This is an optimization exercise on Yosys and OpenROAD, whose aim is small area, a short achievable clock period and few clock cycles, not a production implementation. At most, simulation tests tie the RTL to the original design; equivalence was not proved. Function not checked in runs 2 to 5: the RTL went through the layout flow alone. Power figures rest on the tool's default switching activity, not on a simulated workload.

## flow/run.sh

```bash
#!/bin/bash
# synth_recipe.tcl (not shown) runs the flow's synth.tcl, then flattens the netlist and writes it again
# the make line also repeats each setting of config.mk as NAME=value (left out here)
make -C /OpenROAD-flow-scripts/flow DESIGN_CONFIG=/design/flow/config.mk WORK_HOME=/design/flow/orfs CLKGATE_MAP_FILE= SYNTH_SCRIPT=/design/flow/synth_recipe.tcl finish
```

## flow/config.mk

```make
export PLATFORM = sky130hd
export DESIGN_NAME = bitrat_enc
export DESIGN_NICKNAME = bitrat_enc
export VERILOG_FILES = /design/flow/design.v
export SDC_FILE = /design/flow/constraint.sdc
export NUM_CORES = 4
export LEC_CHECK = 0
export CAP_MARGIN = 20
export CORE_MARGIN = 2
export CORE_UTILIZATION = 40
export SLEW_MARGIN = 20
```

## flow/constraint.sdc

```tcl
create_clock -name core_clock -period 5.0 [get_ports {clk}]
set_input_delay 1.0000 -clock core_clock [delete_from_list [all_inputs] [get_ports {clk}]]
set_output_delay 1.0000 -clock core_clock [all_outputs]
set_load 0.01 [all_outputs]
```

## flow/design.v

```verilog
module bitrat_enc (
    input  wire        clk,
    input  wire        rst,         
    input  wire        start,
    input  wire        prev_bit,
    input  wire [12:0] len,         
    output wire [11:0] in_addr,
    input  wire [7:0]  in_data,
    output reg         out_we,
    output reg  [12:0] out_addr,
    output reg  [7:0]  out_data,
    output wire        busy,
    output reg         done,
    output wire [7:0]  cmask,
    output wire [3:0]  maskw,
    output wire [12:0] count,
    output wire        last
);
    localparam [2:0] S_IDLE = 3'd0,
                     S_B2   = 3'd1,   
                     S_B1   = 3'd2,   
                     S_RUN  = 3'd3,   
                     S_GW   = 3'd4,   
                     S_PW   = 3'd5,   
                     S_SW   = 3'd6;   
    reg [2:0]  st;
    reg [12:0] lm1;       
    reg [11:0] icur;      
    reg [7:0]  d;
    reg        mbit;      
    reg        mode;      
    reg [12:0] ocur;      
    reg [12:0] gpos, ppos, spos;
    reg        p_act, s_act;      
    reg [7:0]  gmask, pmask, smask, cm;
    reg [5:0]  ln;        
    reg [12:0] ocur_b;    
    reg        p_act_b, s_act_b, mbit_b;
    assign busy    = (st != S_IDLE);
    assign in_addr = icur + ((st == S_B2) ? 12'd0 : (st == S_B1) ? 12'd1 : 12'd2);
    assign count   = ocur;
    assign cmask   = cm;
    assign last    = mbit;
    assign maskw   = lm1[12:9] + 4'd1;
    wire last_byte  = (icur == lm1[11:0]);
    wire full_pair  = (icur[11:6] != lm1[11:6]) || (lm1[5:0] == 6'h3F);
    wire grp_start  = (icur[2:0] == 3'd0);
    wire blk_start  = (icur[4:0] == 5'd0);
    wire pair_start = (icur[5:0] == 6'd0);
    wire sec_start  = (icur[8:0] == 9'd0);
    wire grp_end    = (icur[2:0] == 3'd7) || last_byte;
    wire blk_end    = full_pair && (icur[4:0] == 5'd31);
    wire pair_end   = (icur[5:0] == 6'd63) || last_byte;
    wire sec_end    = (icur[8:0] == 9'h1FF) || last_byte;
    wire esc_mode   = mode && full_pair;
    wire [7:0] gm_base = grp_start  ? 8'd0 : gmask;
    wire [7:0] pm_base = pair_start ? 8'd0 : pmask;
    wire [7:0] sm_base = sec_start  ? 8'd0 : smask;
    wire [5:0] ln_base = blk_start  ? 6'd0 : ln;
    wire       g_has   = |gm_base;
    wire       p_has   = pair_start ? 1'b0 : p_act;
    wire       s_has   = sec_start  ? 1'b0 : s_act;
    wire       lit     = (d != {8{mbit}});
    wire [7:0] gm_next = gm_base | (lit ? (8'h80 >> icur[2:0]) : 8'd0);
    wire       wr      = esc_mode || lit;
    wire       ng      = esc_mode ? blk_start : (lit && !g_has);
    wire       np      = wr && !p_has;
    wire       ns      = wr && !s_has;
    wire [1:0] koff    = ns ? 2'd3 : np ? 2'd2 : ng ? 2'd1 : 2'd0;
    wire [12:0] waddr  = ocur + {11'd0, koff};
    wire [5:0] ln_next = ln_base + {5'd0, lit} + {5'd0, lit && !g_has};
    wire       esc     = (ln_next > 6'd32);
    wire       mism    = blk_end && (mode != esc);
    wire       p_act_n = p_has || wr;
    wire       s_act_n = s_has || wr;
    wire       gw      = grp_end && (esc_mode ? (blk_end && esc) : lit);
    wire [7:0] pm_grp  = (grp_end && (gm_next != 8'd0)) ? (8'h80 >> icur[5:3]) : 8'd0;
    wire [7:0] pm_esc  = (blk_end && esc_mode && esc) ? (icur[5] ? 8'h0F : 8'hF0) : 8'd0;
    wire [7:0] sm_bit  = (pair_end && p_act_n) ? (8'h80 >> icur[8:6]) : 8'd0;
    wire [7:0] cm_bit  = (sec_end && s_act_n) ? (8'h80 >> icur[11:9]) : 8'd0;
    wire pw_run = pair_end && p_act_n;
    wire sw_run = sec_end && s_act_n;
    wire pw_st  = pair_end && p_act;
    wire sw_st  = sec_end && s_act;
    always @(posedge clk) begin
        if (rst) begin
            st     <= S_IDLE;
            done   <= 1'b0;
            out_we <= 1'b0;
        end else begin
            done   <= 1'b0;
            out_we <= 1'b0;
            if (st != S_GW && st != S_PW && st != S_SW)
                d <= in_data;
            case (st)
                S_IDLE: begin
                    if (start) begin
                        lm1  <= len - 13'd1;
                        mbit <= prev_bit;
                        mode <= 1'b0;
                        icur <= 12'd0;
                        ocur <= 13'd0;
                        cm   <= 8'd0;
                        if (len == 13'd0)
                            done <= 1'b1;
                        else
                            st <= S_B2;
                    end
                end
                S_B2: st <= S_B1;
                S_B1: st <= S_RUN;
                S_RUN: begin
                    if (blk_start && full_pair) begin
                        ocur_b  <= ocur;
                        p_act_b <= p_has;
                        s_act_b <= s_has;
                        mbit_b  <= mbit;
                    end
                    if (ns) spos <= ocur;
                    if (np) ppos <= ocur + {12'd0, ns};
                    if (ng) gpos <= ocur + {11'd0, ns, np && !ns};
                    gmask <= gm_next;
                    ln    <= ln_next;
                    pmask <= pm_base | pm_grp | pm_esc;
                    out_we   <= wr || (!esc_mode && g_has);
                    out_addr <= wr ? waddr : gpos;
                    out_data <= wr ? d : gm_base;
                    if (mism) begin
                        mode  <= ~mode;
                        icur  <= {icur[11:5], 5'd0};
                        ocur  <= ocur_b;
                        p_act <= p_act_b;
                        s_act <= s_act_b;
                        mbit  <= mbit_b;
                        st    <= S_B2;
                    end else begin
                        if (lit) mbit <= d[0];
                        if (wr) ocur <= waddr + 13'd1;
                        p_act <= p_act_n;
                        s_act <= s_act_n;
                        smask <= sm_base | sm_bit;
                        cm    <= cm | cm_bit;
                        if (gw) begin
                            st <= S_GW;
                        end else if (pw_run) begin
                            st <= S_PW;
                        end else if (sw_run) begin
                            st <= S_SW;
                        end else if (last_byte) begin
                            done <= 1'b1;
                            st   <= S_IDLE;
                        end else begin
                            icur <= icur + 12'd1;
                        end
                    end
                end
                S_GW: begin
                    out_we   <= 1'b1;
                    out_addr <= gpos;
                    out_data <= esc_mode ? 8'h00 : gmask;
                    if (pw_st) begin
                        st <= S_PW;
                    end else if (sw_st) begin
                        st <= S_SW;
                    end else if (last_byte) begin
                        done <= 1'b1;
                        st   <= S_IDLE;
                    end else begin
                        icur <= icur + 12'd1;
                        st   <= S_RUN;
                    end
                end
                S_PW: begin
                    out_we   <= 1'b1;
                    out_addr <= ppos;
                    out_data <= pmask;
                    if (sw_st) begin
                        st <= S_SW;
                    end else if (last_byte) begin
                        done <= 1'b1;
                        st   <= S_IDLE;
                    end else begin
                        icur <= icur + 12'd1;
                        st   <= S_RUN;
                    end
                end
                S_SW: begin
                    out_we   <= 1'b1;
                    out_addr <= spos;
                    out_data <= smask;
                    if (last_byte) begin
                        done <= 1'b1;
                        st   <= S_IDLE;
                    end else begin
                        icur <= icur + 12'd1;
                        st   <= S_RUN;
                    end
                end
                default: st <= S_IDLE;
            endcase
        end
    end
endmodule
```

==> run_summary.xml, run 1 <==
<?xml version="1.0" encoding="UTF-8"?>
<metrics>
  <group name="clock_tree">
    <metric name="cts_root_buffer" unit="">sky130_fd_sc_hd__clkbuf_16</metric>
    <metric name="tritoncts.num_buffers" unit="">17</metric>
    <metric name="clkSlewWorstSetupHoldPaths" unit="ns">0.07</metric>
    <metric name="cts.sink_count" unit="">169</metric>
    <metric name="cts-htree-levels" unit="">4</metric>
    <metric name="insertion_delay" unit="ns">0.43</metric>
    <metric name="cts_buffer_depth" unit="">2</metric>
    <metric name="setup_repair_bufs_after_cts" unit="">0</metric>
    <metric name="tritoncts" unit="">done</metric>
  </group>
  <group name="yosys">
    <metric name="synth_seq_cells" unit="">169</metric>
    <metric name="synthesis.instances" unit="">889</metric>
    <metric name="synth_enable_flop_cells" unit="">164</metric>
    <metric name="syn-cell-area" unit="um^2">9330</metric>
    <metric name="most_instantiated_flip_flop_cell_in_the_synthesis_netlist" unit="">sky130_fd_sc_hd__edfxtp_1</metric>
    <metric name="warnings_synthesis" unit="">1</metric>
    <metric name="postSynthAreaPerCell" unit="um^2">10.5</metric>
    <metric name="synth_cell_types" unit="">64</metric>
    <metric name="synth_seq_area_share" unit="%">53.9</metric>
    <metric name="asyncSetResetFlopFracSynth" unit="%">0</metric>
    <metric name="postSynthNetCount" unit="">938</metric>
  </group>
  <group name="detailed_routing">
    <metric name="post-route-drc-count" unit="">0</metric>
    <metric name="route.met2.wl" unit="mm">10.5</metric>
    <metric name="drt-pass1-iter-count" unit="">5</metric>
    <metric name="vias" unit="">7074</metric>
    <metric name="length_of_routed_met3_wiring" unit="mm">1.71</metric>
    <metric name="topRoutingLayerUsed" unit="">met4</metric>
    <metric name="drt_first_iter_violations" unit="">719</metric>
    <metric name="postRouteAntennaNets" unit="">0</metric>
    <metric name="detail_route.wirelength" unit="mm">24.3</metric>
    <metric name="wirelength_met1" unit="mm">11.6</metric>
    <metric name="via_per_inst" unit="">5.42</metric>
    <metric name="post_drt_wl_per_cell" unit="um">18.6</metric>
  </group>
  <group name="timing">
    <metric name="final_period_util" unit="%">93.4</metric>
    <metric name="fin_tns_setup" unit="ns">0</metric>
    <metric name="fmax" unit="MHz">214</metric>
    <metric name="max_slew.worst_pin.slew" unit="ns">1.01</metric>
    <metric name="report.final.setup_viol" unit="">0</metric>
    <metric name="hold_viol_final" unit="">0</metric>
    <metric name="final.hold.worst_slack" unit="ns">0.560</metric>
    <metric name="grt_setup_unrepaired" unit="">no</metric>
    <metric name="tightest_slew_margin_relative_to_the_limit" unit="%">32.8</metric>
    <metric name="slew_viol_final" unit="">0</metric>
    <metric name="period_needed" unit="ns">4.67</metric>
    <metric name="clock-skew-final" unit="ns">0.00946</metric>
  </group>
  <group name="worst_hold_path">
    <metric name="type_of_the_worst_min_delay_path" unit="">reg -&gt; reg</metric>
    <metric name="worstHoldEndpoint" unit="">s_act$_DFFE_PP_</metric>
    <metric name="hp-start" unit="">s_act_b$_DFFE_PP_</metric>
    <metric name="worst_hold_path.num_cells" unit="">1</metric>
  </group>
  <group name="critical_path">
    <metric name="worst_r2r_path_depth" unit="">20</metric>
    <metric name="start_kind" unit="">flip-flop</metric>
    <metric name="reg2reg_from" unit="">icur[1]$_DFFE_PP_</metric>
    <metric name="path_max_fanout" unit="">9</metric>
    <metric name="r2r_setup_slack" unit="ns">0.33</metric>
    <metric name="endpoint_kind" unit="">flip-flop</metric>
    <metric name="arrival" unit="ns">4.92</metric>
    <metric name="timing.critical_path.required" unit="ns">5.25</metric>
    <metric name="regToRegEndpoint" unit="">ocur[11]$_SDFFCE_PN0P_</metric>
    <metric name="crit_type" unit="">reg -&gt; reg</metric>
    <metric name="crit_start" unit="">icur[1]$_DFFE_PP_</metric>
  </group>
  <group name="floorplan">
    <metric name="core_area" unit="um^2">22800</metric>
    <metric name="rows" unit="">55</metric>
    <metric name="die_span_in_y" unit="um">157</metric>
    <metric name="start_util" unit="%">41.0</metric>
    <metric name="chipWidth" unit="um">157</metric>
    <metric name="dieArea" unit="um^2">24600</metric>
    <metric name="io_pins" unit="">87</metric>
  </group>
  <group name="global_route">
    <metric name="grt-ovfl-total" unit="">0</metric>
    <metric name="pin_count_of_the_biggest_net_entering_global_routing" unit="">38</metric>
    <metric name="first_global_vias" unit="">6633</metric>
    <metric name="grt_antenna_before_repair" unit="">0</metric>
    <metric name="grt_pass1_wl" unit="mm">38.1</metric>
    <metric name="track_usage" unit="%">20.3</metric>
  </group>
  <group name="final_layout">
    <metric name="nNetsFinal" unit="">1028</metric>
    <metric name="most-common-layout-cells" unit="">sky130_fd_sc_hd__edfxtp_1 (164), sky130_fd_sc_hd__nor2_1 (109), sky130_fd_sc_hd__nand2_1 (86), sky130_fd_sc_hd__clkdlybuf4s50_1 (86), sky130_fd_sc_hd__a21oi_1 (58)</metric>
    <metric name="final_core_util" unit="%">49.3</metric>
    <metric name="layout_commonest_cell" unit="">sky130_fd_sc_hd__edfxtp_1</metric>
    <metric name="n_antenna_cell" unit="">0</metric>
    <metric name="areaGrowthSynthToFinish" unit="%">20.5</metric>
    <metric name="drive_gt1_share" unit="%">9.88</metric>
  </group>
  <group name="placed_design">
    <metric name="globalplace.congestion" unit="">0.887</metric>
    <metric name="dp_hpwl" unit="mm">17.4</metric>
    <metric name="port-buffer-count" unit="">86</metric>
  </group>
  <group name="run_status">
    <metric name="status" unit="">timing/DRC/antenna clean</metric>
  </group>
  <group name="power_and_ir_drop">
    <metric name="power_density_cells" unit="nW/um^2">334</metric>
    <metric name="power.leakage" unit="nW">4.03</metric>
    <metric name="post-layout-total-power" unit="mW">3.76</metric>
    <metric name="maximum_ir_drop_on_the_vdd_rail" unit="uV">167</metric>
  </group>
  <group name="flow_run">
    <metric name="timing.max_cap.violations" unit="">0</metric>
  </group>
</metrics>
## sequential cells by signal, summed over array words and instances, names as in the netlist, 8 cells and up
name,flops
d,8
smask,8
cm,8
gmask,8
icur,12
pmask,8
lm1,13
ocur,13
out_data,8
spos,13
ppos,13
gpos,13
ocur_b,13
out_addr,13
## cell families after synthesis
family / count (synthesis) / share of synthesized area [%]
xor+xnor: 90 / 8.45
simple gates: 313 / 15.6
buf+inv: 88 / 3.81
flops: 169 / 53.9
fa+ha+maj: 25 / 3.65
mux: 22 / 2.55
compound gates: 182 / 12.0
## Yosys cell counts (3+ instances only)
master | count | area share (%)
sky130_fd_sc_hd__and3_1 | 5 | 0.34
sky130_fd_sc_hd__nor2b_1 | 7 | 0.47
sky130_fd_sc_hd__buf_6 | 3 | 0.36
sky130_fd_sc_hd__a32o_1 | 4 | 0.43
sky130_fd_sc_hd__xnor2_1 | 46 | 4.3
sky130_fd_sc_hd__nand2_1 | 86 | 3.5
sky130_fd_sc_hd__edfxtp_1 | 164 | 53
sky130_fd_sc_hd__dfxtp_1 | 5 | 1.1
sky130_fd_sc_hd__nand4_1 | 12 | 0.80
sky130_fd_sc_hd__clkbuf_1 | 46 | 1.9
sky130_fd_sc_hd__a21oi_1 | 59 | 3.2
sky130_fd_sc_hd__nand3_1 | 25 | 1.3
sky130_fd_sc_hd__or3_1 | 4 | 0.27
sky130_fd_sc_hd__a211o_1 | 3 | 0.28
sky130_fd_sc_hd__o21a_1 | 4 | 0.32
sky130_fd_sc_hd__fa_1 | 4 | 0.86
sky130_fd_sc_hd__o21ai_0 | 40 | 2.1
sky130_fd_sc_hd__mux2i_1 | 8 | 0.86
sky130_fd_sc_hd__nor4_1 | 10 | 0.67
sky130_fd_sc_hd__and2_1 | 5 | 0.34
sky130_fd_sc_hd__a22oi_1 | 11 | 0.89
sky130_fd_sc_hd__a32oi_1 | 5 | 0.47
sky130_fd_sc_hd__nor3_1 | 27 | 1.4
sky130_fd_sc_hd__ha_1 | 20 | 2.7
sky130_fd_sc_hd__nand2b_1 | 5 | 0.34
sky130_fd_sc_hd__inv_1 | 31 | 1.2
sky130_fd_sc_hd__a31oi_1 | 18 | 1.2
sky130_fd_sc_hd__nor2_1 | 110 | 4.4
sky130_fd_sc_hd__buf_1 | 3 | 0.12
sky130_fd_sc_hd__a21o_1 | 4 | 0.32
sky130_fd_sc_hd__xor2_1 | 44 | 4.1
sky130_fd_sc_hd__mux2_2 | 14 | 1.7
sky130_fd_sc_hd__o22ai_1 | 16 | 1.1
## how the worst max path moves through the flow
stage / to / slack (ns) / cells after the start
floorplan: ocur[5]$_SDFFCE_PN0P_ / 0.67 / 21
global placement: ocur[4]$_SDFFCE_PN0P_ / 0.56 / 20
detailed placement: ocur[11]$_SDFFCE_PN0P_ / 0.40 / 19
CTS: ocur[11]$_SDFFCE_PN0P_ / 0.29 / 19
global route: icur[2]$_DFFE_PP_ / 0.01 / 15
finish: ocur[11]$_SDFFCE_PN0P_ / 0.33 / 20
## metrics by stage
step	setup slack [ns]	cell area, um^2	instances
after floorplan	0.673	9330	889
after global placement	0.560	10700	1273
after detailed placement	0.398	10700	1273
after CTS	0.287	11200	1305
after global routing	0.0129	11200	1305
final	0.330	11200	1305
## area by class of cell
class	count	area (um^2)
flip-flops and latches	169	5020
clock buffers	17	425
repair buffers	125	1150
multi-input cells	632	3980
well taps	313	392
clock inverters	15	138
inverters	34	128
fillers	2103	11500
## worst max-delay path, cell delays in order (launching register included)
cell and delay, ns:
sky130_fd_sc_hd__edfxtp_1 0.51, sky130_fd_sc_hd__inv_1 0.19, sky130_fd_sc_hd__ha_1 0.29, sky130_fd_sc_hd__or4b_4 0.58
sky130_fd_sc_hd__or2_1 0.26, sky130_fd_sc_hd__buf_4 0.18, sky130_fd_sc_hd__nor2_8 0.10, sky130_fd_sc_hd__nand2_4 0.08
sky130_fd_sc_hd__nand2_4 0.09, sky130_fd_sc_hd__nand2_1 0.13, sky130_fd_sc_hd__o21ai_0 0.13, sky130_fd_sc_hd__ha_1 0.24
sky130_fd_sc_hd__fa_1 0.26, sky130_fd_sc_hd__buf_4 0.17, sky130_fd_sc_hd__nand2_1 0.07, sky130_fd_sc_hd__xnor2_1 0.24
sky130_fd_sc_hd__nand3_1 0.18, sky130_fd_sc_hd__nor3_1 0.31, sky130_fd_sc_hd__nand3b_1 0.14, sky130_fd_sc_hd__xnor2_1 0.14
sky130_fd_sc_hd__o21ai_0 0.21
## routing by layer
layer,vias up,GRT usage (%)
li1,3399,-
met1,3356,30.8
met2,289,29.7
met3,30,3.13
met4,0,6.60
met5,-,0
## timing repair
action,CTS,global route
endpoints found under the setup margin,0,1
hold buffers,0,0
hold endpoints to repair,0,0
resized for setup,0,1
## where the power goes
part	internal [mW]	switching [mW]	leakage [nW]
Clock	0.695	0.588	0.280
Sequential	1.65	0.0797	1.55
Combinational	0.322	0.422	2.21
Total	2.67	1.09	4.03
Testbench counts, summed over its fixed seeds: cycles 346,406.
==> run 2, diff against run 1 <==
--- a/flow/design.v
+++ b/flow/design.v
@@ -27,6 +27,7 @@
     reg [12:0] lm1;       
     reg [11:0] icur;      
     reg [7:0]  d;
+    reg        d00, dff;          
     reg        mbit;      
     reg        mode;      
     reg [12:0] ocur;      
@@ -60,16 +61,21 @@
     wire       g_has   = |gm_base;
     wire       p_has   = pair_start ? 1'b0 : p_act;
     wire       s_has   = sec_start  ? 1'b0 : s_act;
-    wire       lit     = (d != {8{mbit}});
+    wire       lit     = mbit ? !dff : !d00;
     wire [7:0] gm_next = gm_base | (lit ? (8'h80 >> icur[2:0]) : 8'd0);
     wire       wr      = esc_mode || lit;
     wire       ng      = esc_mode ? blk_start : (lit && !g_has);
     wire       np      = wr && !p_has;
     wire       ns      = wr && !s_has;
-    wire [1:0] koff    = ns ? 2'd3 : np ? 2'd2 : ng ? 2'd1 : 2'd0;
-    wire [12:0] waddr  = ocur + {11'd0, koff};
+    wire [12:0] o1     = ocur + 13'd1;
+    wire [12:0] o2     = ocur + 13'd2;
+    wire [12:0] o3     = ocur + 13'd3;
+    wire [12:0] o4     = ocur + 13'd4;
+    wire [12:0] waddr  = ns ? o3 : np ? o2 : ng ? o1 : ocur;
+    wire [12:0] onext  = ns ? o4 : np ? o3 : ng ? o2 : o1;
     wire [5:0] ln_next = ln_base + {5'd0, lit} + {5'd0, lit && !g_has};
-    wire       esc     = (ln_next > 6'd32);
+    wire       esc     = (ln_base > 6'd32) ||
+                         (lit && ((ln_base >= 6'd32) || (!g_has && ln_base >= 6'd31)));
     wire       mism    = blk_end && (mode != esc);
     wire       p_act_n = p_has || wr;
     wire       s_act_n = s_has || wr;
@@ -90,8 +96,11 @@
         end else begin
             done   <= 1'b0;
             out_we <= 1'b0;
-            if (st != S_GW && st != S_PW && st != S_SW)
-                d <= in_data;
+            if (st != S_GW && st != S_PW && st != S_SW) begin
+                d   <= in_data;
+                d00 <= (in_data == 8'h00);
+                dff <= (in_data == 8'hFF);
+            end
             case (st)
                 S_IDLE: begin
                     if (start) begin
@@ -117,8 +126,8 @@
                         mbit_b  <= mbit;
                     end
                     if (ns) spos <= ocur;
-                    if (np) ppos <= ocur + {12'd0, ns};
-                    if (ng) gpos <= ocur + {11'd0, ns, np && !ns};
+                    if (np) ppos <= ns ? o1 : ocur;
+                    if (ng) gpos <= ns ? o2 : np ? o1 : ocur;
                     gmask <= gm_next;
                     ln    <= ln_next;
                     pmask <= pm_base | pm_grp | pm_esc;
@@ -135,7 +144,7 @@
                         st    <= S_B2;
                     end else begin
                         if (lit) mbit <= d[0];
-                        if (wr) ocur <= waddr + 13'd1;
+                        if (wr) ocur <= onext;
                         p_act <= p_act_n;
                         s_act <= s_act_n;
                         smask <= sm_base | sm_bit;
==> run 2 against run 1 <==
Combinational power up 4.3%. Clock-buffer cell count up 2. Utilization down 1.8 points.
==> run_summary.xml, run 2 <==
<?xml version="1.0" encoding="UTF-8"?>
<metrics>
  <group name="floorplan">
    <metric name="io_pins" unit="">87</metric>
    <metric name="chipWidth" unit="um">163</metric>
    <metric name="dieArea" unit="um^2">26700</metric>
    <metric name="start_util" unit="%">40.6</metric>
    <metric name="core_area" unit="um^2">25000</metric>
    <metric name="rows" unit="">58</metric>
    <metric name="die_span_in_y" unit="um">163</metric>
  </group>
  <group name="yosys">
    <metric name="post_synth_main_area_contributors" unit="">sky130_fd_sc_hd__edfxtp_1 (49%), sky130_fd_sc_hd__xnor2_1 (4.9%), sky130_fd_sc_hd__nor2_1 (3.8%), sky130_fd_sc_hd__nand2_1 (3.5%), sky130_fd_sc_hd__a21oi_1 (3.4%)</metric>
    <metric name="postSynthAreaPerCell" unit="um^2">10.1</metric>
    <metric name="synthesis.instances" unit="">1005</metric>
    <metric name="synth_seq_area_share" unit="%">50.0</metric>
    <metric name="syn-cell-area" unit="um^2">10200</metric>
    <metric name="synth_enable_flop_cells" unit="">166</metric>
    <metric name="synth_top_cell_area_share" unit="%">49.0</metric>
    <metric name="synthDominantAreaCellType" unit="">sky130_fd_sc_hd__edfxtp_1</metric>
    <metric name="post_synth_most_frequent_cells" unit="">sky130_fd_sc_hd__edfxtp_1 (166), sky130_fd_sc_hd__nor2_1 (103), sky130_fd_sc_hd__nand2_1 (95), sky130_fd_sc_hd__a21oi_1 (70), sky130_fd_sc_hd__xnor2_1 (57)</metric>
    <metric name="cell_with_the_most_instances_after_synthesis" unit="">sky130_fd_sc_hd__edfxtp_1</metric>
    <metric name="synth_seq_cells" unit="">171</metric>
    <metric name="most_instantiated_flip_flop_cell_in_the_synthesis_netlist" unit="">sky130_fd_sc_hd__edfxtp_1</metric>
    <metric name="postSynthNetCount" unit="">1050</metric>
    <metric name="asyncSetResetFlopFracSynth" unit="%">0</metric>
    <metric name="warnings_synthesis" unit="">1</metric>
    <metric name="synth_cell_types" unit="">81</metric>
  </group>
  <group name="run_status">
    <metric name="status" unit="">timing/DRC/antenna clean</metric>
  </group>
  <group name="power_and_ir_drop">
    <metric name="power_density_cells" unit="nW/um^2">329</metric>
    <metric name="post-layout-total-power" unit="mW">3.92</metric>
    <metric name="power.leakage" unit="nW">3.98</metric>
    <metric name="maximum_ir_drop_on_the_vdd_rail" unit="uV">165</metric>
  </group>
  <group name="critical_path">
    <metric name="crit_type" unit="">reg -&gt; out</metric>
    <metric name="worst_r2r_path_depth" unit="">11</metric>
    <metric name="timing.critical_path.required" unit="ns">4.00</metric>
    <metric name="crit_path_max_incr_delay" unit="ns">0.55</metric>
    <metric name="timing.critical_path.cells" unit="">nand2b_1 &gt; a21oi_1 &gt; inv_1 &gt; ha_1 &gt; a21o_1 &gt; nand2_1 &gt; nor3_1 &gt; xor2_1 &gt; clkdlybuf4s50_1</metric>
    <metric name="endpoint_kind" unit="">output port</metric>
    <metric name="path_max_fanout" unit="">7</metric>
    <metric name="crit_slowest_cell" unit="">sky130_fd_sc_hd__clkdlybuf4s50_1</metric>
    <metric name="arrival" unit="ns">3.15</metric>
    <metric name="r2r_setup_slack" unit="ns">0.86</metric>
    <metric name="start_kind" unit="">flip-flop</metric>
  </group>
  <group name="global_route">
    <metric name="track_usage" unit="%">22.2</metric>
    <metric name="first_global_vias" unit="">7678</metric>
    <metric name="grt_antenna_before_repair" unit="">0</metric>
    <metric name="grt-ovfl-total" unit="">0</metric>
    <metric name="grt_pass1_wl" unit="mm">45.4</metric>
    <metric name="pin_count_of_the_biggest_net_entering_global_routing" unit="">42</metric>
  </group>
  <group name="final_layout">
    <metric name="layout_commonest_cell" unit="">sky130_fd_sc_hd__edfxtp_1</metric>
    <metric name="drive_gt1_share" unit="%">7.95</metric>
    <metric name="nNetsFinal" unit="">1101</metric>
    <metric name="final_core_util" unit="%">47.6</metric>
    <metric name="areaGrowthSynthToFinish" unit="%">17.1</metric>
    <metric name="n_antenna_cell" unit="">0</metric>
    <metric name="most-common-layout-cells" unit="">sky130_fd_sc_hd__edfxtp_1 (166), sky130_fd_sc_hd__nor2_1 (101), sky130_fd_sc_hd__nand2_1 (95)</metric>
  </group>
  <group name="clock_tree">
    <metric name="cts_buffer_depth" unit="">2</metric>
    <metric name="post_cts_hold_buffer_count" unit="">0</metric>
    <metric name="insertion_delay" unit="ns">0.44</metric>
    <metric name="clkSlewWorstSetupHoldPaths" unit="ns">0.07</metric>
    <metric name="cts-htree-levels" unit="">4</metric>
    <metric name="cts_root_buffer" unit="">sky130_fd_sc_hd__clkbuf_16</metric>
    <metric name="tritoncts.num_buffers" unit="">17</metric>
    <metric name="cts.sink_count" unit="">171</metric>
    <metric name="setup_repair_bufs_after_cts" unit="">0</metric>
    <metric name="tritoncts" unit="">done</metric>
    <metric name="ctsResizeCount" unit="">0</metric>
  </group>
  <group name="placed_design">
    <metric name="dp_hpwl" unit="mm">20.3</metric>
    <metric name="globalplace.congestion" unit="">0.935</metric>
    <metric name="port-buffer-count" unit="">86</metric>
  </group>
  <group name="timing">
    <metric name="period_needed" unit="ns">4.15</metric>
    <metric name="hold_viol_final" unit="">0</metric>
    <metric name="clock-skew-final" unit="ns">0.0116</metric>
    <metric name="max_slew.worst_pin.slew" unit="ns">1.09</metric>
    <metric name="fmax" unit="MHz">241</metric>
    <metric name="fin_tns_setup" unit="ns">0</metric>
    <metric name="grt_setup_unrepaired" unit="">no</metric>
    <metric name="slew_viol_final" unit="">0</metric>
    <metric name="report.final.setup_viol" unit="">0</metric>
    <metric name="final_period_util" unit="%">83.0</metric>
    <metric name="tightest_slew_margin_relative_to_the_limit" unit="%">26.5</metric>
  </group>
  <group name="detailed_routing">
    <metric name="detail_route.wirelength" unit="mm">29.4</metric>
    <metric name="post-route-drc-count" unit="">0</metric>
    <metric name="drt_first_iter_violations" unit="">956</metric>
    <metric name="vias" unit="">8250</metric>
    <metric name="drt-pass1-iter-count" unit="">5</metric>
    <metric name="postRouteAntennaNets" unit="">0</metric>
    <metric name="post_drt_wl_per_cell" unit="um">21.0</metric>
    <metric name="via_per_inst" unit="">5.90</metric>
  </group>
  <group name="worst_hold_path">
    <metric name="type_of_the_worst_min_delay_path" unit="">reg -&gt; reg</metric>
    <metric name="worst_hold_path.num_cells" unit="">1</metric>
  </group>
  <group name="flow_run">
    <metric name="timing.max_cap.violations" unit="">0</metric>
  </group>
</metrics>
## run 2: cell count changes after synthesis, sizes merged, moves of 10 or more
| cell | change |
|---|---|
| nand2 | +10 |
| a22oi | -10 |
| a211oi | +11 |
| o211ai | +13 |
| and3 | +10 |
| buf | +16 |
| a21oi | +11 |
| xor2 | -15 |
| xnor2 | +11 |
| o21ai | +14 |
## run 2: per-stage QoR
step                      cells  setup WS (ns)  instance area (um^2)  hold slack [ns]
after floorplan            1005           1.51                 10200            0.519
after global placement     1367           1.07                 11300            0.528
after detailed placement   1367          0.883                 11300            0.549
after CTS                  1399          0.793                 11900            0.565
after global routing       1399          0.603                 11900            0.574
final                      1399          0.848                 11900            0.558
## run 2: layout make-up
class	count	area, um^2
fill	2291	13100
sequential	171	5080
multi-input combinational	735	4710
timing repair buffer	105	1000
clock buffer	19	433
tap	330	413
clock inverter	13	168
inverter	26	97.6
## run 2: logic make-up after synthesis
family                     Yosys count  share of synthesized area (%)
and+or+nand+nor                    353                           16.6
adders and majority gates           20                           2.61
muxes                               21                           2.44
xor gates and xnor gates            86                           7.41
AOI/OAI and AO/OA                  255                           17.0
DFF                                171                           50.0
buffers and inverters               99                           3.90
## run 2: where the power goes
| group | switching (mW) | internal [mW] |
|---|---|---|
| logic | 0.463 | 0.314 |
| registers | 0.100 | 1.67 |
| clock network | 0.580 | 0.791 |
## run 2: final timing paths
path | from | to
hold / removal | ocur_b[1]$_DFFE_PP_ | ocur[1]$_SDFFCE_PN0P_
hold reg to reg | ocur_b[1]$_DFFE_PP_ | ocur[1]$_SDFFCE_PN0P_
setup reg to reg | icur[1]$_DFFE_PP_ | icur[5]$_DFFE_PP_
setup / recovery | st[1]$_SDFFE_PP0P_ | in_addr[11]
## run 2: per-layer routing
metal,wire (um),track usage [%],up-vias
met1,14100,33.9,4002
li1,-,-,3830
met4,560,6.03,0
met5,0,0,-
met2,12600,32.0,374
met3,2160,4.04,44
## run 2: critical path: cells and delay by family (launching register included)
| family | cells | cell delay (ns) |
|---|---|---|
| xor+xnor | 1 | 0.16 |
| simple gates | 3 | 0.75 |
| flops | 1 | 0.36 |
| compound gates | 2 | 0.51 |
| fa+ha+maj | 1 | 0.29 |
| buf+inv | 2 | 0.64 |
==> run 3, diff against run 2 <==
--- a/flow/config.mk
+++ b/flow/config.mk
@@ -5,7 +5,9 @@
 export SDC_FILE = /design/flow/constraint.sdc
 export NUM_CORES = 4
 export LEC_CHECK = 0
+export ABC_CLOCK_PERIOD_IN_PS = 2000
 export CAP_MARGIN = 20
 export CORE_MARGIN = 2
 export CORE_UTILIZATION = 40
+export SETUP_SLACK_MARGIN = 2.5
 export SLEW_MARGIN = 20
==> run 3 against run 2 <==
Critical endpoint is now in_addr[8]. Clock skew is 0.0018 ns lower. Still clean on timing, DRC and antenna. Cell count increased by 15%. Routed wire length is 33% higher. Clock power hardly changed. Non-clock buffer count increased by 208. Sequential power down 3%.
==> run_summary.xml, run 3 <==
<?xml version="1.0" encoding="UTF-8"?>
<metrics>
  <group name="final_layout">
    <metric name="areaGrowthSynthToFinish" unit="%">53.2</metric>
    <metric name="most-common-layout-cells" unit="">sky130_fd_sc_hd__edfxtp_1 (166), sky130_fd_sc_hd__buf_4 (123), sky130_fd_sc_hd__buf_6 (76)</metric>
    <metric name="nNetsFinal" unit="">1312</metric>
    <metric name="n_antenna_cell" unit="">0</metric>
    <metric name="drive_gt1_share" unit="%">41.5</metric>
    <metric name="layout_commonest_cell" unit="">sky130_fd_sc_hd__edfxtp_1</metric>
  </group>
  <group name="critical_path">
    <metric name="crit_path_max_incr_delay" unit="ns">0.40</metric>
    <metric name="timing.critical_path.max_delay_family" unit="">adder cells</metric>
    <metric name="reg2reg_from" unit="">icur[0]$_DFFE_PP_</metric>
    <metric name="crit_slowest_cell" unit="">sky130_fd_sc_hd__fa_2</metric>
    <metric name="path_max_fanout" unit="">5</metric>
    <metric name="timing.critical_path.cells" unit="">nor3b_2 &gt; ha_2 &gt; inv_2 &gt; fa_2 &gt; nor2_4 &gt; nand4_1 &gt; xnor2_2 &gt; buf_2</metric>
    <metric name="r2r_setup_slack" unit="ns">1.81</metric>
    <metric name="regToRegEndpoint" unit="">ocur[3]$_SDFFCE_PN0P_</metric>
    <metric name="worst_r2r_path_depth" unit="">14</metric>
    <metric name="arrival" unit="ns">2.24</metric>
    <metric name="timing.critical_path.buf_inv" unit="">2</metric>
    <metric name="start_kind" unit="">flip-flop</metric>
    <metric name="crit_type" unit="">reg -&gt; out</metric>
    <metric name="endpoint_kind" unit="">output port</metric>
    <metric name="timing.critical_path.required" unit="ns">4.00</metric>
  </group>
  <group name="clock_tree">
    <metric name="tritoncts" unit="">done</metric>
    <metric name="insertion_delay" unit="ns">0.45</metric>
    <metric name="tritoncts.num_buffers" unit="">17</metric>
    <metric name="post_cts_hold_buffer_count" unit="">0</metric>
    <metric name="cts.sink_count" unit="">171</metric>
    <metric name="cts_root_buffer" unit="">sky130_fd_sc_hd__clkbuf_16</metric>
    <metric name="clkSlewWorstSetupHoldPaths" unit="ns">0.07</metric>
    <metric name="cts-htree-levels" unit="">4</metric>
    <metric name="cts_buffer_depth" unit="">2</metric>
  </group>
  <group name="worst_hold_path">
    <metric name="worst_hold_path.num_cells" unit="">1</metric>
    <metric name="hp-start" unit="">ocur_b[1]$_DFFE_PP_</metric>
    <metric name="worstHoldEndpoint" unit="">ocur[1]$_SDFFCE_PN0P_</metric>
    <metric name="type_of_the_worst_min_delay_path" unit="">reg -&gt; reg</metric>
  </group>
  <group name="timing">
    <metric name="final_period_util" unit="%">64.8</metric>
    <metric name="tightest_slew_margin_relative_to_the_limit" unit="%">22.6</metric>
    <metric name="slew_viol_final" unit="">0</metric>
    <metric name="grt_setup_unrepaired" unit="">yes</metric>
    <metric name="hold_viol_final" unit="">0</metric>
    <metric name="final.hold.worst_slack" unit="ns">0.544</metric>
    <metric name="fmax" unit="MHz">309</metric>
    <metric name="period_needed" unit="ns">3.24</metric>
    <metric name="postLayoutSetupSlackWorst" unit="ns">1.76</metric>
    <metric name="max_slew.worst_pin.slew" unit="ns">1.16</metric>
    <metric name="fin_tns_setup" unit="ns">0</metric>
    <metric name="report.final.setup_viol" unit="">0</metric>
    <metric name="clock-skew-final" unit="ns">0.00980</metric>
  </group>
  <group name="placed_design">
    <metric name="dp_hpwl" unit="mm">19.8</metric>
    <metric name="port-buffer-count" unit="">86</metric>
    <metric name="globalplace.congestion" unit="">0.896</metric>
    <metric name="post_placement_worst_setup_slack" unit="ns">1.14</metric>
  </group>
  <group name="yosys">
    <metric name="synth_seq_cells" unit="">171</metric>
    <metric name="main_combinational_cell_family_by_area_after_synthesis" unit="">compound AO/OA/AOI/OAI gates</metric>
    <metric name="postSynthAreaPerCell" unit="um^2">10.1</metric>
    <metric name="asyncSetResetFlopFracSynth" unit="%">0</metric>
    <metric name="synth-compound-area-share" unit="%">17.0</metric>
    <metric name="most_instantiated_flip_flop_cell_in_the_synthesis_netlist" unit="">sky130_fd_sc_hd__edfxtp_1</metric>
    <metric name="post_synth_most_frequent_cells" unit="">sky130_fd_sc_hd__edfxtp_1 (166), sky130_fd_sc_hd__nor2_1 (103), sky130_fd_sc_hd__nand2_1 (95), sky130_fd_sc_hd__a21oi_1 (70), sky130_fd_sc_hd__xnor2_1 (57)</metric>
    <metric name="synth_cell_types" unit="">81</metric>
    <metric name="synthSimpleGateAreaFrac" unit="%">16.6</metric>
    <metric name="synth_enable_flop_cells" unit="">166</metric>
    <metric name="synth_xor_xnor_area_share" unit="%">7.41</metric>
    <metric name="postSynthNetCount" unit="">1050</metric>
    <metric name="synth_top_cell_area_share" unit="%">49.0</metric>
    <metric name="synth_seq_area_share" unit="%">50.0</metric>
    <metric name="warnings_synthesis" unit="">1</metric>
    <metric name="cell_with_the_most_instances_after_synthesis" unit="">sky130_fd_sc_hd__edfxtp_1</metric>
    <metric name="synth_mux_area_share" unit="%">2.44</metric>
    <metric name="yosys.area_share.adder" unit="%">2.61</metric>
    <metric name="synthDominantAreaCellType" unit="">sky130_fd_sc_hd__edfxtp_1</metric>
    <metric name="syn-cell-area" unit="um^2">10200</metric>
    <metric name="synthesis.instances" unit="">1005</metric>
    <metric name="post_synth_main_area_contributors" unit="">sky130_fd_sc_hd__edfxtp_1 (49%), sky130_fd_sc_hd__xnor2_1 (4.9%), sky130_fd_sc_hd__nor2_1 (3.8%), sky130_fd_sc_hd__nand2_1 (3.5%), sky130_fd_sc_hd__a21oi_1 (3.4%)</metric>
  </group>
  <group name="detailed_routing">
    <metric name="post-route-drc-count" unit="">0</metric>
    <metric name="drt_first_iter_violations" unit="">1267</metric>
    <metric name="via_per_inst" unit="">6.22</metric>
    <metric name="postRouteAntennaNets" unit="">0</metric>
    <metric name="drt-pass1-iter-count" unit="">6</metric>
    <metric name="post_drt_wl_per_cell" unit="um">24.4</metric>
    <metric name="vias" unit="">10000</metric>
    <metric name="detail_route.wirelength" unit="mm">39.3</metric>
  </group>
  <group name="global_route">
    <metric name="pin_count_of_the_biggest_net_entering_global_routing" unit="">34</metric>
    <metric name="grt_pass1_wl" unit="mm">52.2</metric>
    <metric name="track_usage" unit="%">25.8</metric>
    <metric name="grt_util_met1" unit="%">35.4</metric>
    <metric name="grt-ovfl-total" unit="">0</metric>
    <metric name="grt_antenna_before_repair" unit="">1</metric>
    <metric name="grt_met3_usage" unit="%">5.84</metric>
    <metric name="grtUsageMet2" unit="%">39.2</metric>
    <metric name="grt-busiest-layer" unit="">met2</metric>
    <metric name="first_global_vias" unit="">9061</metric>
  </group>
  <group name="power_and_ir_drop">
    <metric name="power.leakage" unit="nW">5.70</metric>
    <metric name="maximum_ir_drop_on_the_vdd_rail" unit="uV">196</metric>
    <metric name="swShare" unit="%">32.9</metric>
    <metric name="clock_power_share" unit="%">30.4</metric>
    <metric name="p_sw" unit="mW">1.46</metric>
    <metric name="internal_power" unit="mW">2.97</metric>
    <metric name="fraction_of_power_consumed_by_combinational_cells" unit="%">30.8</metric>
    <metric name="power_density_cells" unit="nW/um^2">284</metric>
    <metric name="share_seq_of_total_power" unit="%">38.8</metric>
  </group>
  <group name="floorplan">
    <metric name="dieArea" unit="um^2">26700</metric>
    <metric name="chipWidth" unit="um">163</metric>
    <metric name="start_util" unit="%">40.6</metric>
    <metric name="rows" unit="">58</metric>
    <metric name="die_span_in_y" unit="um">163</metric>
    <metric name="io_pins" unit="">87</metric>
    <metric name="core_area" unit="um^2">25000</metric>
  </group>
  <group name="flow_run">
    <metric name="timing.max_cap.violations" unit="">0</metric>
  </group>
  <group name="run_status">
    <metric name="status" unit="">timing/DRC/antenna clean</metric>
  </group>
</metrics>
## run 3: worst max-delay path by stage
| stage | cells after the start | start | end | slack, ns |
|---|---|---|---|---|
| after floorplan | 10 | st[2]$_SDFFE_PP0P_ | in_addr[8] | 2.00 |
| after global placement | 11 | icur[0]$_DFFE_PP_ | icur[4]$_DFFE_PP_ | 1.21 |
| after detailed placement | 9 | mbit$_DFFE_PP_ | icur[6]$_DFFE_PP_ | 1.14 |
| after CTS | 10 | st[0]$_SDFFE_PP0P_ | in_addr[11] | 1.77 |
| after global routing | 8 | st[2]$_SDFFE_PP0P_ | in_addr[8] | 1.68 |
| final | 8 | st[0]$_SDFFE_PP0P_ | in_addr[8] | 1.76 |
## run 3: stage by stage
step	total power, mW	cells	utilization, %	cell area, um^2
floorplan	2.32	1005	-	10600
global placement	2.59	1364	46.2	11600
detailed placement	2.60	1364	46.2	11600
CTS	4.20	1559	57.8	14500
global route	4.54	1610	62.2	15600
finish	4.43	1610	62.2	15600
## run 3: what timing repair did
action | in CTS | in global routing
setup endpoints to repair | 313 | 251
cloned | 7 | 6
pin swaps | 88 | 119
resized for setup | 305 | 162
setup buffers | 156 | 45
## run 3: cell families (layout without fill, tap and decap cells)
family                     after synthesis  in the layout
AOI/OAI and AO/OA                      255            256
xor gates and xnor gates                86             86
adders and majority gates               20             20
buffers and inverters                   99            371
DFF                                    171            171
muxes                                   21             21
and+or+nand+nor                        353            355
## run 3: area by class of cell
class / count / area [um^2]
well taps: 330 / 413
multi-input cells: 738 / 6250
flip-flops and latches: 171 / 5100
inverters: 26 / 123
clock inverters: 15 / 151
clock buffers: 17 / 425
repair buffers: 313 / 3120
fillers: 1856 / 9460
## run 3: layer usage
metal | share of wire, % | wire (um)
met1 | 39 | 15400
met2 | 45 | 17500
met3 | 11 | 4210
met4 | 5.6 | 2190
met5 | 0 | 0
## run 3: power groups by stage
stage / clock, mW / combinational, mW / sequential (mW)
2_1_floorplan: 0 / 0.578 / 1.74
3_3_place_gp: 0 / 0.774 / 1.82
3_5_place_dp: 0 / 0.780 / 1.82
4_1_cts: 1.34 / 1.14 / 1.71
5_1_grt: 1.40 / 1.42 / 1.72
6_report: 1.35 / 1.36 / 1.72
==> run 4, diff against run 3 <==
--- a/flow/design.v
+++ b/flow/design.v
@@ -26,6 +26,7 @@
     reg [2:0]  st;
     reg [12:0] lm1;       
     reg [11:0] icur;      
+    reg [11:0] raddr;     
     reg [7:0]  d;
     reg        d00, dff;          
     reg        mbit;      
@@ -38,7 +39,7 @@
     reg [12:0] ocur_b;    
     reg        p_act_b, s_act_b, mbit_b;
     assign busy    = (st != S_IDLE);
-    assign in_addr = icur + ((st == S_B2) ? 12'd0 : (st == S_B1) ? 12'd1 : 12'd2);
+    assign in_addr = raddr;
     assign count   = ocur;
     assign cmask   = cm;
     assign last    = mbit;
@@ -88,6 +89,12 @@
     wire sw_run = sec_end && s_act_n;
     wire pw_st  = pair_end && p_act;
     wire sw_st  = sec_end && s_act;
+    wire fin_run = gw || pw_run || sw_run || last_byte;
+    wire fin_st  = (st == S_GW) ? (pw_st || sw_st || last_byte) :
+                   (st == S_PW) ? (sw_st || last_byte) : last_byte;
+    wire adv     = (st == S_B2) || (st == S_B1) ||
+                   ((st == S_RUN) && !mism && !fin_run) ||
+                   ((st == S_GW || st == S_PW || st == S_SW) && !fin_st);
     always @(posedge clk) begin
         if (rst) begin
             st     <= S_IDLE;
@@ -101,6 +108,7 @@
                 d00 <= (in_data == 8'h00);
                 dff <= (in_data == 8'hFF);
             end
+            if (adv) raddr <= raddr + 12'd1;
             case (st)
                 S_IDLE: begin
                     if (start) begin
@@ -108,6 +116,7 @@
                         mbit <= prev_bit;
                         mode <= 1'b0;
                         icur <= 12'd0;
+                        raddr <= 12'd0;
                         ocur <= 13'd0;
                         cm   <= 8'd0;
                         if (len == 13'd0)
@@ -137,6 +146,7 @@
                     if (mism) begin
                         mode  <= ~mode;
                         icur  <= {icur[11:5], 5'd0};
+                        raddr <= {icur[11:5], 5'd0};
                         ocur  <= ocur_b;
                         p_act <= p_act_b;
                         s_act <= s_act_b;
--- a/flow/config.mk
+++ b/flow/config.mk
@@ -5,9 +5,9 @@
 export SDC_FILE = /design/flow/constraint.sdc
 export NUM_CORES = 4
 export LEC_CHECK = 0
-export ABC_CLOCK_PERIOD_IN_PS = 2000
+export ABC_CLOCK_PERIOD_IN_PS = 2500
 export CAP_MARGIN = 20
 export CORE_MARGIN = 2
 export CORE_UTILIZATION = 40
-export SETUP_SLACK_MARGIN = 2.5
+export SETUP_SLACK_MARGIN = 1.8
 export SLEW_MARGIN = 20
==> run 4 against run 3 <==
Flip-flop and latch count grew 12. Utilization shrank 11 points. Total power down 7.6%. Largest power group unchanged.
==> run_summary.xml, run 4 <==
<?xml version="1.0" encoding="UTF-8"?>
<metrics>
  <group name="critical_path">
    <metric name="crit_path_max_incr_delay" unit="ns">0.55</metric>
    <metric name="r2r_setup_slack" unit="ns">1.82</metric>
    <metric name="crit_slowest_cell" unit="">sky130_fd_sc_hd__or4b_4</metric>
    <metric name="start_kind" unit="">flip-flop</metric>
    <metric name="endpoint_kind" unit="">flip-flop</metric>
    <metric name="timing.critical_path.required" unit="ns">5.16</metric>
    <metric name="crit_start" unit="">icur[1]$_DFFE_PP_</metric>
    <metric name="path_max_fanout" unit="">30</metric>
    <metric name="crit_path_end" unit="">icur[8]$_DFFE_PP_</metric>
    <metric name="regToRegEndpoint" unit="">icur[8]$_DFFE_PP_</metric>
    <metric name="crit_type" unit="">reg -&gt; reg</metric>
    <metric name="worst_r2r_path_depth" unit="">10</metric>
    <metric name="timing.critical_path.cells" unit="">inv_2 &gt; ha_4 &gt; or4b_4 &gt; o311ai_4 &gt; o41a_1 &gt; mux2i_4 &gt; buf_6 &gt; a21oi_1 &gt; nor3_4 &gt; buf_4</metric>
    <metric name="arrival" unit="ns">3.34</metric>
    <metric name="reg2reg_from" unit="">icur[1]$_DFFE_PP_</metric>
  </group>
  <group name="detailed_routing">
    <metric name="vias" unit="">8587</metric>
    <metric name="post_drt_wl_per_cell" unit="um">20.1</metric>
    <metric name="drt_first_iter_violations" unit="">876</metric>
    <metric name="postRouteAntennaNets" unit="">0</metric>
    <metric name="detail_route.wirelength" unit="mm">29.7</metric>
    <metric name="post-route-drc-count" unit="">0</metric>
    <metric name="via_per_inst" unit="">5.81</metric>
    <metric name="drt-pass1-iter-count" unit="">6</metric>
  </group>
  <group name="yosys">
    <metric name="postSynthAreaPerCell" unit="um^2">10.3</metric>
    <metric name="synth_seq_area_share" unit="%">52.3</metric>
    <metric name="most_instantiated_flip_flop_cell_in_the_synthesis_netlist" unit="">sky130_fd_sc_hd__edfxtp_1</metric>
    <metric name="synth_enable_flop_cells" unit="">178</metric>
    <metric name="cell_with_the_most_instances_after_synthesis" unit="">sky130_fd_sc_hd__edfxtp_1</metric>
    <metric name="post_synth_main_area_contributors" unit="">sky130_fd_sc_hd__edfxtp_1 (51%), sky130_fd_sc_hd__xnor2_1 (4.0%), sky130_fd_sc_hd__nor2_1 (3.6%), sky130_fd_sc_hd__a21oi_1 (3.5%), sky130_fd_sc_hd__nand2_1 (3.4%)</metric>
    <metric name="synth_seq_cells" unit="">183</metric>
    <metric name="post_synth_most_frequent_cells" unit="">sky130_fd_sc_hd__edfxtp_1 (178), sky130_fd_sc_hd__nor2_1 (99), sky130_fd_sc_hd__nand2_1 (93), sky130_fd_sc_hd__a21oi_1 (73), sky130_fd_sc_hd__o21ai_0 (69)</metric>
    <metric name="warnings_synthesis" unit="">1</metric>
    <metric name="synthDominantAreaCellType" unit="">sky130_fd_sc_hd__edfxtp_1</metric>
    <metric name="synthesis.instances" unit="">1014</metric>
    <metric name="syn-cell-area" unit="um^2">10400</metric>
    <metric name="postSynthNetCount" unit="">1057</metric>
    <metric name="asyncSetResetFlopFracSynth" unit="%">0</metric>
    <metric name="synth_cell_types" unit="">75</metric>
    <metric name="synth_top_cell_area_share" unit="%">51.4</metric>
  </group>
  <group name="run_status">
    <metric name="status" unit="">timing/DRC/antenna clean</metric>
  </group>
  <group name="timing">
    <metric name="period_needed" unit="ns">3.18</metric>
    <metric name="max_slew.worst_pin.slew" unit="ns">0.960</metric>
    <metric name="slew_viol_final" unit="">0</metric>
    <metric name="final_period_util" unit="%">63.6</metric>
    <metric name="fin_tns_setup" unit="ns">0</metric>
    <metric name="tightest_slew_margin_relative_to_the_limit" unit="%">35.8</metric>
    <metric name="hold_viol_final" unit="">0</metric>
    <metric name="grt_setup_unrepaired" unit="">yes</metric>
    <metric name="clock-skew-final" unit="ns">0.0130</metric>
    <metric name="report.final.setup_viol" unit="">0</metric>
    <metric name="fmax" unit="MHz">314</metric>
    <metric name="final.hold.worst_slack" unit="ns">0.568</metric>
  </group>
  <group name="power_and_ir_drop">
    <metric name="power.leakage" unit="nW">4.49</metric>
    <metric name="maximum_ir_drop_on_the_vdd_rail" unit="uV">194</metric>
    <metric name="post-layout-total-power" unit="mW">4.09</metric>
    <metric name="power_density_cells" unit="nW/um^2">313</metric>
  </group>
  <group name="floorplan">
    <metric name="core_area" unit="um^2">25800</metric>
    <metric name="rows" unit="">59</metric>
    <metric name="start_util" unit="%">40.4</metric>
    <metric name="die_span_in_y" unit="um">165</metric>
    <metric name="dieArea" unit="um^2">27300</metric>
    <metric name="io_pins" unit="">87</metric>
    <metric name="chipWidth" unit="um">165</metric>
  </group>
  <group name="flow_run">
    <metric name="timing.max_cap.violations" unit="">0</metric>
  </group>
  <group name="global_route">
    <metric name="grt_util_met1" unit="%">31.3</metric>
    <metric name="grt-ovfl-total" unit="">0</metric>
    <metric name="grt-busiest-layer" unit="">met2</metric>
    <metric name="grt_antenna_before_repair" unit="">0</metric>
    <metric name="grt_pass1_wl" unit="mm">45.1</metric>
    <metric name="pin_count_of_the_biggest_net_entering_global_routing" unit="">42</metric>
    <metric name="grt_met3_usage" unit="%">4.20</metric>
    <metric name="first_global_vias" unit="">7809</metric>
    <metric name="track_usage" unit="%">21.7</metric>
    <metric name="grtUsageMet2" unit="%">33.8</metric>
  </group>
  <group name="final_layout">
    <metric name="multiInputGateArea" unit="um^2">4970</metric>
    <metric name="drive_gt1_share" unit="%">16.6</metric>
    <metric name="areaGrowthSynthToFinish" unit="%">25.7</metric>
    <metric name="most-common-layout-cells" unit="">sky130_fd_sc_hd__edfxtp_1 (178), sky130_fd_sc_hd__nor2_1 (93), sky130_fd_sc_hd__nand2_1 (90)</metric>
    <metric name="n_antenna_cell" unit="">0</metric>
    <metric name="layout_commonest_cell" unit="">sky130_fd_sc_hd__edfxtp_1</metric>
    <metric name="area_occupied_by_registers" unit="um^2">5450</metric>
    <metric name="nNetsFinal" unit="">1174</metric>
    <metric name="nFillCells" unit="">2269</metric>
  </group>
  <group name="worst_hold_path">
    <metric name="type_of_the_worst_min_delay_path" unit="">reg -&gt; reg</metric>
  </group>
  <group name="clock_tree">
    <metric name="insertion_delay" unit="ns">0.45</metric>
    <metric name="clkSlewWorstSetupHoldPaths" unit="ns">0.07</metric>
    <metric name="tritoncts.num_buffers" unit="">17</metric>
    <metric name="cts_root_buffer" unit="">sky130_fd_sc_hd__clkbuf_16</metric>
    <metric name="cts_buffer_depth" unit="">2</metric>
    <metric name="tritoncts" unit="">done</metric>
    <metric name="cts-htree-levels" unit="">4</metric>
    <metric name="cts.sink_count" unit="">183</metric>
  </group>
  <group name="placed_design">
    <metric name="port-buffer-count" unit="">86</metric>
    <metric name="dp_hpwl" unit="mm">19.7</metric>
    <metric name="globalplace.congestion" unit="">0.907</metric>
  </group>
</metrics>
==> run 4: cell types whose count changed after synthesis, sizes merged, moves of 8 or more <==
| cell | change |
|---|---|
| buf | -16 |
| nand3 | +14 |
| o21ai | +17 |
| edfxtp | +12 |
| clkbuf | +13 |
| xnor2 | -9 |
| a211oi | -8 |
==> run 4: critical path, delay by kind of cell, from the launching register on <==
kind,cells,cell delay [ns]
mux,1,0.38
flops,1,0.43
simple gates,2,0.76
compound gates,3,0.58
fa+ha+maj,1,0.15
buf+inv,3,0.58
==> run 4: metal layers <==
metal,wire [um],vias to the layer above
met5,0,-
met4,364,0
met3,2030,30
met2,13800,340
met1,13500,4201
li1,-,4016
==> run 4: cell families (layout without fill, tap and decap cells) <==
group / after synthesis / in the layout / share of synthesized area (%)
xor+xnor: 81 / 81 / 6.82
flops: 183 / 183 / 52.3
compound gates: 268 / 269 / 17.0
simple gates: 344 / 344 / 15.4
buf+inv: 93 / 222 / 3.44
fa+ha+maj: 18 / 18 / 2.24
mux: 27 / 27 / 2.80
==> run 4: where the power goes <==
part           switching [mW]  total, mW  internal, mW
Clock                   0.677       1.35         0.669
Combinational           0.474      0.844         0.369
Sequential              0.102       1.90          1.80
==> run 4: worst min path at each step <==
stage | cells past startpoint | start | end | slack (ns)
after floorplan | 2 | ocur_b[9]$_DFFE_PP_ | ocur[9]$_SDFFCE_PN0P_ | 0.50
after global placement | 0 | mbit$_DFFE_PP_ | mbit_b$_DFFE_PP_ | 0.54
after detailed placement | 1 | pmask[7]$_DFFE_PP_ | pmask[7]$_DFFE_PP_ | 0.55
after CTS | 1 | pmask[7]$_DFFE_PP_ | pmask[7]$_DFFE_PP_ | 0.57
after global routing | 1 | pmask[6]$_DFFE_PP_ | pmask[6]$_DFFE_PP_ | 0.59
final | 1 | pmask[6]$_DFFE_PP_ | pmask[6]$_DFFE_PP_ | 0.57
==> run 4: per-stage QoR <==
stage | cell area, um^2 | std cells | setup WS [ns] | util [%]
after global routing | 13100 | 1479 | 1.71 | 50.8
after floorplan | 10500 | 1014 | 1.68 | -
after CTS | 12600 | 1441 | 1.77 | 49.0
after global placement | 11700 | 1385 | 1.15 | 45.4
final | 13100 | 1479 | 1.82 | 50.8
after detailed placement | 11700 | 1385 | 1.07 | 45.4
==> run 4: repair_timing <==
item                       CTS  global route
pin swaps                    9            18
buffers inserted            23            36
hold buffers                 0             0
setup endpoints to repair  122           105
gates resized for setup     31            39
gates cloned                 1             1
hold endpoints to repair     0             0
==> run 4: area by class of cell <==
class / instances / share of cell area, %
flip-flops and latches: 183 / 41.6
multi-input cells: 739 / 38.0
repair buffers: 167 / 11.9
clock buffers: 17 / 3.25
well taps: 335 / 3.20
clock inverters: 15 / 1.21
inverters: 23 / 0.784
==> run 5, diff against run 4 <==
--- a/flow/config.mk
+++ b/flow/config.mk
@@ -5,9 +5,7 @@
 export SDC_FILE = /design/flow/constraint.sdc
 export NUM_CORES = 4
 export LEC_CHECK = 0
-export ABC_CLOCK_PERIOD_IN_PS = 2500
 export CAP_MARGIN = 20
 export CORE_MARGIN = 2
 export CORE_UTILIZATION = 40
-export SETUP_SLACK_MARGIN = 1.8
 export SLEW_MARGIN = 20
==> run 5 against run 4 <==
Fmax down 27%. Still clean on timing, DRC and antenna. Critical path depth up 1. Combinational power down 15%. Critical path type unchanged. Worst setup slack worse by 1.2 ns. Synthesized area unchanged. Clock power down 3%. Cell count down 4.0%. Critical endpoint is now icur[11]$_DFFE_PP_. Sequential share of layout area up 3.0 points.
==> run_summary.xml, run 5 <==
<?xml version="1.0" encoding="UTF-8"?>
<metrics>
  <group name="run_status">
    <metric name="status" unit="">timing/DRC/antenna clean</metric>
  </group>
  <group name="worst_hold_path">
    <metric name="hp-start" unit="">pmask[4]$_DFFE_PP_</metric>
    <metric name="worstHoldEndpoint" unit="">pmask[4]$_DFFE_PP_</metric>
    <metric name="type_of_the_worst_min_delay_path" unit="">reg -&gt; reg</metric>
    <metric name="worst_hold_path.num_cells" unit="">1</metric>
  </group>
  <group name="critical_path">
    <metric name="crit_path_max_incr_delay" unit="ns">0.70</metric>
    <metric name="regToRegEndpoint" unit="">icur[11]$_DFFE_PP_</metric>
    <metric name="endpoint_kind" unit="">flip-flop</metric>
    <metric name="timing.critical_path.mode_cell" unit="">sky130_fd_sc_hd__inv_1</metric>
    <metric name="crit_type" unit="">reg -&gt; reg</metric>
    <metric name="timing.critical_path.cells" unit="">inv_1 &gt; ha_1 &gt; or4b_1 &gt; o21ai_0 &gt; buf_4 &gt; inv_1 &gt; o32ai_1 &gt; o21a_1 &gt; and2_1 &gt; a21oi_1 &gt; nor3_1</metric>
    <metric name="path_max_fanout" unit="">11</metric>
    <metric name="crit_slowest_cell" unit="">sky130_fd_sc_hd__nor3_1</metric>
    <metric name="start_kind" unit="">flip-flop</metric>
    <metric name="r2r_setup_slack" unit="ns">0.66</metric>
    <metric name="worst_r2r_path_depth" unit="">11</metric>
    <metric name="timing.critical_path.max_delay_family" unit="">simple AND/OR/NAND/NOR gates</metric>
    <metric name="reg2reg_from" unit="">icur[0]$_DFFE_PP_</metric>
    <metric name="timing.critical_path.buf_inv" unit="">3</metric>
    <metric name="arrival" unit="ns">4.41</metric>
    <metric name="timing.critical_path.required" unit="ns">5.06</metric>
  </group>
  <group name="detailed_routing">
    <metric name="vias" unit="">8220</metric>
    <metric name="detail_route.wirelength" unit="mm">28.2</metric>
    <metric name="post-route-drc-count" unit="">0</metric>
    <metric name="post_drt_wl_per_cell" unit="um">19.9</metric>
    <metric name="drt-pass1-iter-count" unit="">6</metric>
    <metric name="drt_first_iter_violations" unit="">929</metric>
    <metric name="postRouteAntennaNets" unit="">0</metric>
    <metric name="via_per_inst" unit="">5.79</metric>
  </group>
  <group name="yosys">
    <metric name="synth_cell_types" unit="">75</metric>
    <metric name="cell_with_the_most_instances_after_synthesis" unit="">sky130_fd_sc_hd__edfxtp_1</metric>
    <metric name="asyncSetResetFlopFracSynth" unit="%">0</metric>
    <metric name="synthesis.instances" unit="">1014</metric>
    <metric name="postSynthAreaPerCell" unit="um^2">10.3</metric>
    <metric name="synth_top_cell_area_share" unit="%">51.4</metric>
    <metric name="warnings_synthesis" unit="">1</metric>
    <metric name="synthDominantAreaCellType" unit="">sky130_fd_sc_hd__edfxtp_1</metric>
    <metric name="syn-cell-area" unit="um^2">10400</metric>
    <metric name="synth_enable_flop_cells" unit="">178</metric>
    <metric name="post_synth_most_frequent_cells" unit="">sky130_fd_sc_hd__edfxtp_1 (178), sky130_fd_sc_hd__nor2_1 (99), sky130_fd_sc_hd__nand2_1 (93), sky130_fd_sc_hd__a21oi_1 (73), sky130_fd_sc_hd__o21ai_0 (69)</metric>
    <metric name="synth_seq_cells" unit="">183</metric>
    <metric name="synth_seq_area_share" unit="%">52.3</metric>
    <metric name="postSynthNetCount" unit="">1057</metric>
    <metric name="post_synth_main_area_contributors" unit="">sky130_fd_sc_hd__edfxtp_1 (51%), sky130_fd_sc_hd__xnor2_1 (4.0%), sky130_fd_sc_hd__nor2_1 (3.6%), sky130_fd_sc_hd__a21oi_1 (3.5%), sky130_fd_sc_hd__nand2_1 (3.4%)</metric>
    <metric name="most_instantiated_flip_flop_cell_in_the_synthesis_netlist" unit="">sky130_fd_sc_hd__edfxtp_1</metric>
  </group>
  <group name="timing">
    <metric name="slew_viol_final" unit="">0</metric>
    <metric name="fmax" unit="MHz">230</metric>
    <metric name="tightest_slew_margin_relative_to_the_limit" unit="%">35.0</metric>
    <metric name="period_needed" unit="ns">4.34</metric>
    <metric name="max_slew.worst_pin.slew" unit="ns">0.973</metric>
    <metric name="fin_tns_setup" unit="ns">0</metric>
    <metric name="final_period_util" unit="%">86.9</metric>
    <metric name="report.final.setup_viol" unit="">0</metric>
    <metric name="clock-skew-final" unit="ns">0.0121</metric>
    <metric name="hold_viol_final" unit="">0</metric>
    <metric name="grt_setup_unrepaired" unit="">no</metric>
  </group>
  <group name="final_layout">
    <metric name="layout_commonest_cell" unit="">sky130_fd_sc_hd__edfxtp_1</metric>
    <metric name="fin_area" unit="um^2">12200</metric>
    <metric name="n_antenna_cell" unit="">0</metric>
    <metric name="areaGrowthSynthToFinish" unit="%">17.3</metric>
    <metric name="most-common-layout-cells" unit="">sky130_fd_sc_hd__edfxtp_1 (178), sky130_fd_sc_hd__nor2_1 (97), sky130_fd_sc_hd__nand2_1 (93)</metric>
    <metric name="nFillCells" unit="">2348</metric>
    <metric name="drive_gt1_share" unit="%">7.83</metric>
    <metric name="nNetsFinal" unit="">1115</metric>
  </group>
  <group name="clock_tree">
    <metric name="cts.sink_count" unit="">183</metric>
    <metric name="setup_repair_bufs_after_cts" unit="">0</metric>
    <metric name="ctsResizeCount" unit="">0</metric>
    <metric name="cts-htree-levels" unit="">4</metric>
    <metric name="tritoncts.num_buffers" unit="">17</metric>
    <metric name="clkSlewWorstSetupHoldPaths" unit="ns">0.07</metric>
    <metric name="cts_root_buffer" unit="">sky130_fd_sc_hd__clkbuf_16</metric>
    <metric name="cts_buffer_depth" unit="">2</metric>
    <metric name="tritoncts" unit="">done</metric>
    <metric name="post_cts_hold_buffer_count" unit="">0</metric>
    <metric name="insertion_delay" unit="ns">0.44</metric>
  </group>
  <group name="placed_design">
    <metric name="dp_hpwl" unit="mm">19.9</metric>
    <metric name="postPlaceCellArea" unit="um^2">11600</metric>
    <metric name="port-buffer-count" unit="">86</metric>
    <metric name="globalplace.congestion" unit="">0.924</metric>
  </group>
  <group name="global_route">
    <metric name="grt-ovfl-total" unit="">0</metric>
    <metric name="first_global_vias" unit="">7765</metric>
    <metric name="track_usage" unit="%">21.4</metric>
    <metric name="grt_pass1_wl" unit="mm">44.5</metric>
    <metric name="pin_count_of_the_biggest_net_entering_global_routing" unit="">42</metric>
    <metric name="grt_antenna_before_repair" unit="">0</metric>
  </group>
  <group name="floorplan">
    <metric name="rows" unit="">59</metric>
    <metric name="dieArea" unit="um^2">27300</metric>
    <metric name="die_span_in_y" unit="um">165</metric>
    <metric name="start_util" unit="%">40.4</metric>
    <metric name="core_area" unit="um^2">25800</metric>
    <metric name="io_pins" unit="">87</metric>
    <metric name="chipWidth" unit="um">165</metric>
  </group>
  <group name="flow_run">
    <metric name="timing.max_cap.violations" unit="">0</metric>
  </group>
  <group name="power_and_ir_drop">
    <metric name="maximum_ir_drop_on_the_vdd_rail" unit="uV">137</metric>
    <metric name="power.leakage" unit="nW">4.11</metric>
    <metric name="power_density_cells" unit="nW/um^2">323</metric>
  </group>
</metrics>
[run 5: cell counts after synthesis]
No cell type changed its count.
[run 5: routing by layer]
layer  wire [um]  track usage, %  up-vias
li1            -               -     3901
met1       13300            31.1     4019
met2       12600            32.6      260
met3        1780            3.97       40
met4         541            6.48        0
met5           0               0        -
[run 5: report_power, final]
part / leakage, nW / internal [mW] / switching, mW / total (mW)
clock network: 0.269 / 0.658 / 0.651 / 1.31
registers: 1.68 / 1.80 / 0.116 / 1.91
logic: 2.16 / 0.302 / 0.415 / 0.717
total: 4.11 / 2.76 / 1.18 / 3.94
[run 5: logic make-up (layout without fill, tap and decap cells)]
kind of cell | count (synthesis) | count (layout) | share of synthesized area (%)
fa+ha+maj | 18 | 18 | 2.24
flops | 183 | 183 | 52.3
simple gates | 344 | 344 | 15.4
xor+xnor | 81 | 81 | 6.82
mux | 27 | 27 | 2.80
compound gates | 268 | 268 | 17.0
buf+inv | 93 | 164 | 3.44
[run 5: final cells by class]
class | count | area (um^2) | share of cell area, %
Clock buffer | 17 | 425 | 3.49
Clock inverter | 15 | 136 | 1.12
Multi-Input combinational cell | 738 | 4660 | 38.1
Sequential cell | 183 | 5450 | 44.6
Tap cell | 335 | 419 | 3.43
Inverter | 23 | 88.8 | 0.728
Timing Repair Buffer | 109 | 1030 | 8.47
[run 5: worst reg2reg max path: cells and delay by family (launching register included)]
| family | cells | cell delay [ns] |
|---|---|---|
| flip-flops | 1 | 0.47 |
| AO/OA/AOI/OAI | 4 | 1.18 |
| buffers and inverters | 3 | 0.56 |
| AND/OR/NAND/NOR | 3 | 1.50 |
| adder cells (fa/ha/maj) | 1 | 0.26 |
[run 5: worst max-delay path by stage]
stage / start / to / slack, ns / depth (start not counted)
after detailed placement: icur[0]$_DFFE_PP_ / icur[9]$_DFFE_PP_ / 0.71 / 11
after floorplan: icur[0]$_DFFE_PP_ / mbit_b$_DFFE_PP_ / 0.49 / 5
after global placement: icur[0]$_DFFE_PP_ / icur[11]$_DFFE_PP_ / 0.92 / 11
after CTS: icur[0]$_DFFE_PP_ / icur[11]$_DFFE_PP_ / 0.70 / 11
final: icur[0]$_DFFE_PP_ / icur[11]$_DFFE_PP_ / 0.66 / 11
after global routing: icur[0]$_DFFE_PP_ / icur[11]$_DFFE_PP_ / 0.30 / 11
[run 5: through the flow]
step / worst slack (ns) / hold WS (ns) / utilization (%) / power, mW / instances
2_1_floorplan: 0.492 / 0.496 / - / 2.37 / 1014
3_3_place_gp: 0.916 / 0.545 / 45.2 / 2.65 / 1388
3_5_place_dp: 0.706 / 0.542 / 45.2 / 2.66 / 1388
4_1_cts: 0.698 / 0.561 / 47.4 / 3.96 / 1420
5_1_grt: 0.299 / 0.589 / 47.4 / 4.11 / 1420
6_report: 0.656 / 0.563 / 47.4 / 3.94 / 1420
